Context: an optimization exercise on an open-source flow, tuned for small area, a short achievable clock period and few clock cycles. The choices shown serve that exercise and are no tape-out recipe. Function was checked by simulation only, so behaviour that the tests miss may differ from the original. Power is estimated from default activity; no workload was simulated.

== willow ==
Design bpce, start of the top module:
module bpce (
    input  wire        clk,
    input  wire        rst,
    input  wire        cmd_valid,
    output wire        cmd_ready,
    input  wire [31:0] cmd_data,
    output wire        rsp_valid,
    input  wire        rsp_ready,
    output wire [31:0] rsp_data,
    output wire        mem_en,
    output wire        mem_we,
    output wire [11:0] mem_addr,
    output wire [31:0] mem_wdata,
    input  wire [31:0] mem_rdata
);
export LEC_CHECK = 0
export CAP_MARGIN = 30
export CORE_MARGIN = 2
export CORE_UTILIZATION = 55
export CTS_CLUSTER_DIAMETER = 100
export CTS_CLUSTER_SIZE = 20
export PLACE_DENSITY = 0.7
export SLEW_MARGIN = 45
create_clock -name core_clock -period 25.0 [get_ports {clk}]
standard.sh (not shown) runs the stock make flow with config.mk's settings and CLKGATE_MAP_FILE= SYNTH_SCRIPT=/design/flow/synth_recipe.tcl, a recipe that flattens the netlist after the stock synthesis.
==> flow/flow/run.sh <==
#!/bin/bash
# Layout flow: the standard flow (standard.sh, all steps), except that the
# input and output port buffers are sky130_fd_sc_hd__buf_2 cells instead of the
# default delay buffers.  Every port still gets its own buffer.
# The full output of the flow goes to standard.log in this folder.
set -o pipefail
export BUFFER_PORTS_ARGS="-buffer_cell sky130_fd_sc_hd__buf_2"
bash standard.sh > standard.log 2>&1
Testbench counts of willow, summed over its fixed seeds: cycles 54,709.
Input changes introduced in amber (baseline for comparison: willow):
-- flow/design.v --
<<< willow, line 131
    wire        d_legal = w0ok && !((op_r == 3'd3 || op_r == 3'd5) && w1nz);
    wire        d_none  = (kind == K_NONE);
    reg         d_oob;       
    wire        d_get   = d_legal && !d_none && (op_r == 3'd4) && !d_oob;
    wire        d_gfast = d_get && !(is_v2 && !epw_p2);
>>> amber, line 131
    wire        d_legal = w0ok && !((op_r == 3'd3 || op_r == 3'd5) && w1nz);
    wire        d_none  = (kind == K_NONE);
    wire        d_oob   = w1hi || (dq >= n_r);    
    wire        d_get   = d_legal && !d_none && (op_r == 3'd4) && !d_oob;
    wire        d_gfast = d_get && !(is_v2 && !epw_p2);
<<< willow, line 370
                S_W1: begin
                    dq          <= cmd_data[10:0];
                    mem_wdata_r <= cmd_data;
                    w1nz        <= (cmd_data != 32'd0);
                    w1hi        <= (cmd_data[31:11] != 21'd0);
                    d_oob       <= (cmd_data[31:11] != 21'd0) || (cmd_data[10:0] >= n_r);
                    ma          <= is_v2 ? {6'd0, cmd_data[4:0] & g_m[4:0]} : cmd_data[10:0];
                    mb          <= mw;
>>> amber, line 370
                S_W1: begin
                    dq          <= cmd_data[10:0];
                    rq1         <= cmd_data;
                    w1nz        <= (cmd_data != 32'd0);
                    w1hi        <= (cmd_data[31:11] != 21'd0);
                    ma          <= is_v2 ? {6'd0, cmd_data[4:0] & g_m[4:0]} : cmd_data[10:0];
                    mb          <= mw;
<<< willow, line 457
                end else if (!cok) begin
                    if (cmd_fire) begin
                        mem_wdata_r <= mem_wdata_r - 32'd1;
                        d_last      <= (mem_wdata_r == 32'd2);
                        if (d_last)
                            st_nx = S_DEC;
>>> amber, line 456
                end else if (!cok) begin
                    if (cmd_fire) begin
                        rq1         <= rq1 - 32'd1;
                        d_last      <= (rq1 == 32'd2);
                        if (d_last)
                            st_nx = S_DEC;
<<< willow, line 652
            ew  <= ew_nx;
            begin : nxt
                reg [5:0] bo_st;
                bo_st = e_skip ? (bo - 6'd32) :
                        (e_fire && !emode) ? (bo_adv[6] ? 6'd32 : {1'b0, bo_adv[4:0]}) : bo;
                nd2  <= ({1'b0, bo_st} + {1'b0, ew}) > 7'd32;
                np_r <= is_v2 ? (({1'b0, bo_st} + {1'b0, ew} + {1'b0, ew}) > 7'd32)
                              : (({1'b0, bo_st} + {1'b0, ew}) > 7'd31);
            end
            begin : rq
>>> amber, line 651
            ew  <= ew_nx;
            begin : nxt
                reg [7:0] s0, t0, u0;
                s0 = {2'd0, bo} + {2'd0, ew};
                t0 = s0 + {2'd0, ew};
                u0 = t0 + {2'd0, ew};
                if (e_skip) begin
                    nd2  <= s0 > 8'd64;
                    np_r <= s0 > 8'd63;
                end else if (e_fire && !emode) begin
                    if (is_v2) begin
                        nd2  <= 1'b0;
                        np_r <= (t0 > 8'd32) ? ({ew, 1'b0} > 7'd32) : (u0 > 8'd32);
                    end else begin
                        nd2  <= s0[7:5] != 3'd0 ? (t0 > 8'd64) : (t0 > 8'd32);
                        np_r <= s0[7:5] != 3'd0 ? (t0 > 8'd63) : (t0 > 8'd31);
                    end
                end else begin
                    nd2  <= s0 > 8'd32;
                    np_r <= is_v2 ? (t0 > 8'd32) : (s0 > 8'd31);
                end
            end
            begin : rq
<<< willow, line 698
            cmd_ready_r <= (op_r == 3'd2) && (cmd_data != 32'd0);
        st      <= st_nx;
        in_pack <= (st_nx == S_PACK);
        in_elem <= (st_nx == S_ELEM);
        if (rst) begin
            st          <= S_IDLE;
>>> amber, line 710
            cmd_ready_r <= (op_r == 3'd2) && (cmd_data != 32'd0);
        st      <= st_nx;
        in_elem <= (in_elem && !(e_out && e_last)) || (st == S_GADDR) ||
                   ((st == S_DEC) && d_legal && !d_none &&
                    (((op_r == 3'd3) && (n_r != 11'd0)) ||
                     ((op_r == 3'd4) && !d_oob && (gdir || d_gfast))));
        in_pack <= (in_pack && !pk_done) ||
                   ((st == S_LDEC) && !is_v3 && !((is_v2 && kg > 6'd16) || (!is_v2 && kg == 6'd32))) ||
                   ((st == S_SRCH) && !sA_want && !vA && !vB && !vC);
        if (rst) begin
            st          <= S_IDLE;
## What came out
- On sequential cell fraction of total power: between amber and willow, it ends up higher for willow.
- The sequential cell count of willow and that of amber are within noise of each other.
- Combined buffer and inverter count along the critical path (higher): willow
- Between willow and amber, the flow reports power density over the cells increasing by a little under 10%.
- Per the comparison of amber with willow, initial antenna violation count moved up, fraction of power consumed by the clock network went down.
- Capturing instance or port of the critical path = np_r: willow; capturing instance or port of the critical path = rq1[28]: amber
- Synthesized instance count in amber vs willow: up about 1.6%
- Relative to willow, total number of multi-input combinational cells has increased by about 1.7% in amber.
- Cell count: amber vs willow up 86
- amber vs willow: total design power up by a little under 10%
Testbench counts of amber, summed over its fixed seeds: cycles 54,709.

## port drivers added, routing unchanged
The flow's constraints put no driver on any port. The routed layouts listed below were extracted and timed again, unchanged, in two steps. Step 1 (the two cells are an assumption about what drives the block):
set clk [get_ports {clk}]
set_driving_cell -lib_cell sky130_fd_sc_hd__clkbuf_16 $clk
set_driving_cell -lib_cell sky130_fd_sc_hd__buf_2 [delete_from_list [all_inputs] $clk]
Step 2 moves the port delays by t, midway between the first and last clock arrival at a register: inputs arrive t later, outputs are due t later. That takes back most of the time a late clock gives input paths. Three values: ideal ports, drivers, drivers and shift; two values: the first two.
run | t (ns) | setup slack, ns | worst setup path at the end | worst slew at a driven data input, ns | pins driven straight from the clock port
willow | 0.774 | 18.127 / 18.127 / 17.512 | input to register | 0.11 | 1
amber | 0.778 | 17.859 / 17.866 / 17.087 | input to register | 0.07 | 1
After both steps every run listed still meets setup and hold. For amber, which loses most, drivers alone change the setup slack by +0.007 ns; drivers and shift together by -0.772 ns.
